From an optimization exercise on the open Yosys and OpenROAD flow, aimed at small area; shortcuts taken in it are not production practice.
The RTL was checked by simulation tests, not by an equivalence proof against the original design.
Power figures rest on the tool's default switching activity, not on a simulated workload.

alpha:
Design pwroff_engine, start of the top module:
module pwroff_engine (
    input  wire        clk,
    input  wire        rst_n,         
    input  wire [31:0] base,
    input  wire [31:0] tick_rate,
    input  wire        trig_valid,
    input  wire [7:0]  trig_reason,
    output wire        ret_valid,
    output wire        ret_handled,
    input  wire        ret_ready,
    output wire        bus_valid,
    output wire        bus_write,
    output wire [31:0] bus_addr,
    output wire [7:0]  bus_wdata,
    input  wire        bus_ready,
    input  wire [7:0]  bus_rdata,
    output wire        slp_valid,
    output wire [6:0]  slp_units,
    input  wire        slp_ready,
    output wire        diag_valid,
    output wire [7:0]  diag_code,
    output wire [31:0] diag_data,
    input  wire        diag_ready,
    output wire [31:0] status
);
    localparam [3:0] S_IDLE         = 4'd0;
    localparam [3:0] S_CFG          = 4'd1;
    localparam [3:0] S_TX_POLL      = 4'd2;
    localparam [3:0] S_TX_WRITE     = 4'd3;
    localparam [3:0] S_RX_POLL      = 4'd4;
    localparam [3:0] S_RX_SLEEP     = 4'd5;
    localparam [3:0] S_RX_DATA      = 4'd6;
    localparam [3:0] S_DIAG_SHORT   = 4'd7;
    localparam [3:0] S_SETTLE_FLUSH = 4'd8;
    localparam [3:0] S_DIAG_CSUM    = 4'd9;
    localparam [3:0] S_DIAG_NAK     = 4'd10;
    localparam [3:0] S_POST_OK      = 4'd11;
    localparam [3:0] S_DIAG_EXH     = 4'd12;
    localparam [3:0] S_EXH_SLEEP    = 4'd13;
    localparam [3:0] S_RETURN       = 4'd14;
    localparam [3:0] S_DONE         = 4'd15;
    reg  [3:0]  st;
    reg         busy;       
    reg  [5:0]  n;          
    reg  [3:0]  k;          
    reg  [1:0]  cmd;
    reg  [1:0]  att;
    reg  [2:0]  fail;       
    reg         fault;
    reg         nh;         
    reg         fl;         
    reg  [31:0] rb;
    wire [7:0] r0 = rb[7:0];
    wire [7:0] r1 = rb[15:8];
    wire [7:0] r2 = rb[23:16];
    wire [7:0] r3 = rb[31:24];
    function [5:0] inc6(input [5:0] a);
        integer i;
        reg c;
        begin
            c = 1'b1;
            for (i = 0; i < 6; i = i + 1) begin
                inc6[i] = a[i] ^ c;
                c = c & a[i];
            end
        end
    endfunction
    function [3:0] inc4(input [3:0] a);
        integer i;
        reg c;
        begin
            c = 1'b1;
            for (i = 0; i < 4; i = i + 1) begin
  ...
Size: ~510 cells after synthesis, ~4100 um2 of cells after synthesis.
Settings: LEC_CHECK=0, CAP_MARGIN=20, CORE_MARGIN=2, CORE_UTILIZATION=40, SLEW_MARGIN=20; clock period 20.0 ns.
standard.sh (not shown) runs the stock make flow with config.mk's settings and CLKGATE_MAP_FILE= SYNTH_SCRIPT=/design/flow/synth_recipe.tcl, a recipe that flattens the netlist after the stock synthesis.
==> flow/flow/run.sh <==
#!/bin/bash
# Standard ORFS layout with three changes:
#  - after the standard synthesis, the combinational logic between the (unchanged) registers
#    is mapped again by ABC (half adders of the address incrementer are kept) with an area-oriented script (flow/abc_area.script), tried with
#    several random seeds; the smallest result that Yosys proves equivalent to the standard
#    netlist replaces it;
#  - port buffers use the smallest buffer cell;
#  - the clock tree uses small clock buffers and no dummy loads.
set -euo pipefail
W=$PWD
R=$W/orfs/results/sky130hd/pwroff_engine/base
LIB=$FLOW_HOME/platforms/sky130hd/lib/sky130_fd_sc_hd__tt_025C_1v80.lib
export BUFFER_PORTS_ARGS="-buffer_cell sky130_fd_sc_hd__buf_1"
export SKIP_REPAIR_TIE_FANOUT=1
export CTS_ARGS="-sink_clustering_enable -repair_clock_nets -buf_list sky130_fd_sc_hd__clkbuf_4 -root_buf sky130_fd_sc_hd__clkbuf_4 -dont_use_dummy_load"

# 1. standard synthesis
bash standard.sh "$R/1_2_yosys.v" > make_synth.log 2>&1
cp "$R/1_2_yosys.v" "$R/1_2_yosys_std.v"

# 2. remap the combinational logic; registers and tie cells are kept as they are
DU=$(sed 's/^/-dont_use /' flow/dont_use.txt | tr '\n' ' ')
mkdir -p resynth
remap() {
  local s=$1
  sed "s/@SEED@/$s/" flow/abc_area.script > resynth/abc_$s.script
  cat > resynth/remap_$s.ys <<EOS
read_liberty -ignore_miss_func $LIB
blackbox sky130_fd_sc_hd__*df* sky130_fd_sc_hd__conb_1
read_verilog $R/1_2_yosys_std.v
read_verilog -lib $W/flow/ha_keep.v
hierarchy -top $FLOW_TOP
select -set hak w:base %co1:+[A,B] t:sky130_fd_sc_hd__ha_1 %i
chtype -set ha_keep @hak
flatten
delete t:\$scopeinfo
opt_clean
techmap
opt -fast
abc -liberty $LIB $DU -script $W/resynth/abc_$s.script
opt_clean -purge
chtype -set sky130_fd_sc_hd__ha_1 t:ha_keep
read_liberty -lib -ignore_redef $LIB
check -assert
tee -o $W/resynth/stat_$s.txt stat -liberty $LIB
write_verilog -noattr -noexpr -nohex -nodec $W/resynth/net_$s.v
EOS
  yosys -s resynth/remap_$s.ys > resynth/remap_$s.log 2>&1 || rm -f resynth/net_$s.v
}
for s in 1 2 3 4; do remap $s & done; wait
for s in 5 6 7 8; do remap $s & done; wait

# candidates, smallest first
: > resynth/areas.txt
for s in 1 2 3 4 5 6 7 8; do
  if [[ -f resynth/net_$s.v ]]; then
    a=$(awk '/Chip area/ {print $NF}' resynth/stat_$s.txt | tail -1)
    echo "$a $s" >> resynth/areas.txt
  fi
done
sort -g resynth/areas.txt -o resynth/areas.txt
used=none
while read -r a s; do
  cat > resynth/equiv_$s.ys <<EOS
read_liberty -ignore_miss_func $LIB
read_verilog $R/1_2_yosys_std.v
rename $FLOW_TOP gold
read_verilog $W/resynth/net_$s.v
rename $FLOW_TOP gate
flatten
delete t:\$scopeinfo
opt_clean
equiv_make gold gate eq
hierarchy -top eq
equiv_simple -seq 2
equiv_induct
equiv_status -assert
EOS
  if yosys -s resynth/equiv_$s.ys > resynth/equiv_$s.log 2>&1; then
    cp resynth/net_$s.v "$R/1_2_yosys.v"
    used=$s
    break
  fi
done < resynth/areas.txt
echo "remapped netlist used: seed $used" > resynth/used.txt

# 3. the rest of the standard flow
bash standard.sh > make_finish.log 2>&1
Other scripts of this flow, unchanged in this note and not shown: flow/flow/abc_area.script, flow/flow/dont_use.txt, flow/flow/ha_keep.v
Setup changes, alpha to beta
diff --git a/flow/flow/run.sh b/flow/flow/run.sh
--- a/flow/flow/run.sh
+++ b/flow/flow/run.sh
@@ -12,5 +12,4 @@
 LIB=$FLOW_HOME/platforms/sky130hd/lib/sky130_fd_sc_hd__tt_025C_1v80.lib
 export BUFFER_PORTS_ARGS="-buffer_cell sky130_fd_sc_hd__buf_1"
-export SKIP_REPAIR_TIE_FANOUT=1
 export CTS_ARGS="-sink_clustering_enable -repair_clock_nets -buf_list sky130_fd_sc_hd__clkbuf_4 -root_buf sky130_fd_sc_hd__clkbuf_4 -dont_use_dummy_load"
 
==> run notes <==
- On number of global-route vias before repair, the lower figure sits with beta, not alpha.
- Multi-input gate share of total cell area up 0.95 points in beta wrt alpha
- beta vs. alpha: met1 track demand over resource in global routing saw little to no change; average vias per placed instance saw a decrease; highest cell delay on the worst timing path saw little to no change; share of the clock period used by the worst path saw a decrease.
- Diff alpha and beta: sequential share of layout area higher in alpha
- Going from alpha to beta, non-clock buffer count shrank slightly.
- Taking alpha as the reference, in beta final antenna diode count roughly the same; routed wire length lower; design area higher.
Input-level comparison between gamma and beta:
diff --git a/flow/flow/run.sh b/flow/flow/run.sh
--- a/flow/flow/run.sh
+++ b/flow/flow/run.sh
@@ -12,5 +12,5 @@
 LIB=$FLOW_HOME/platforms/sky130hd/lib/sky130_fd_sc_hd__tt_025C_1v80.lib
 export BUFFER_PORTS_ARGS="-buffer_cell sky130_fd_sc_hd__buf_1"
-export CTS_ARGS="-sink_clustering_enable -repair_clock_nets -buf_list sky130_fd_sc_hd__clkbuf_4 -root_buf sky130_fd_sc_hd__clkbuf_4 -dont_use_dummy_load"
+export CTS_ARGS="-sink_clustering_enable -repair_clock_nets -buf_list sky130_fd_sc_hd__clkbuf_4 -root_buf sky130_fd_sc_hd__clkbuf_4 -dont_use_dummy_load -sink_clustering_size 20 -sink_clustering_max_diameter 80"
 
 # 1. standard synthesis
Results
The area of the die was comparable across gamma and beta. Re hold slack: no difference whatsoever between gamma and beta. Reported for gamma and beta, non-clock buffer count turned out identical to the last digit. Portion of the clock cycle consumed by the worst path in the final layout: gamma vs beta identical. Re number of vias in the routed layout: no difference whatsoever between beta and gamma. Final weighted congestion of routability-driven global placement came out exactly the same in gamma and beta. Number of resized instances in the post-cts repair step: gamma vs beta identical. On remaining antenna violation count, gamma tracks beta almost exactly. Reported for gamma and beta, power turned out identical to the last digit. gamma -> beta: worst slack at placement delta 0, exact match. As far as aggregate routed wire length goes, beta and gamma are indistinguishable; the numbers are identical.

what the ideal ports hide:
No port has a modelled driver above. Below, the same layouts with a new extraction and two added sets of constraints. Step 1 sets driving cells, clkbuf_16 on the clock port and buf_2 on the other inputs (assumed; they add their load-dependent delay and slew). Step 2 also shifts input and output timing later by t, the mid clock arrival at the registers, as if the neighbouring blocks saw the same clock. Slacks: no drivers / after step 1 / after step 2; pairs: no drivers / after step 1.
run	t (ns)	slack for setup (ns)	hold WS [ns]	worst setup path after step 2	clock arrival spread, ns
alpha	0.436	6.022 / 5.992 / 5.992	0.473 / 0.473 / 0.473	input to output	0.046 / 0.046
beta	0.465	6.071 / 6.050 / 6.050	0.490 / 0.490 / 0.490	input to output	0.037 / 0.037
gamma	0.465	6.071 / 6.050 / 6.050	0.490 / 0.490 / 0.490	input to output	0.037 / 0.037
After both steps every run listed still meets setup and hold. The setup slack of alpha, which loses most, moves by -0.030 ns with the drivers and by -0.030 ns with both steps.
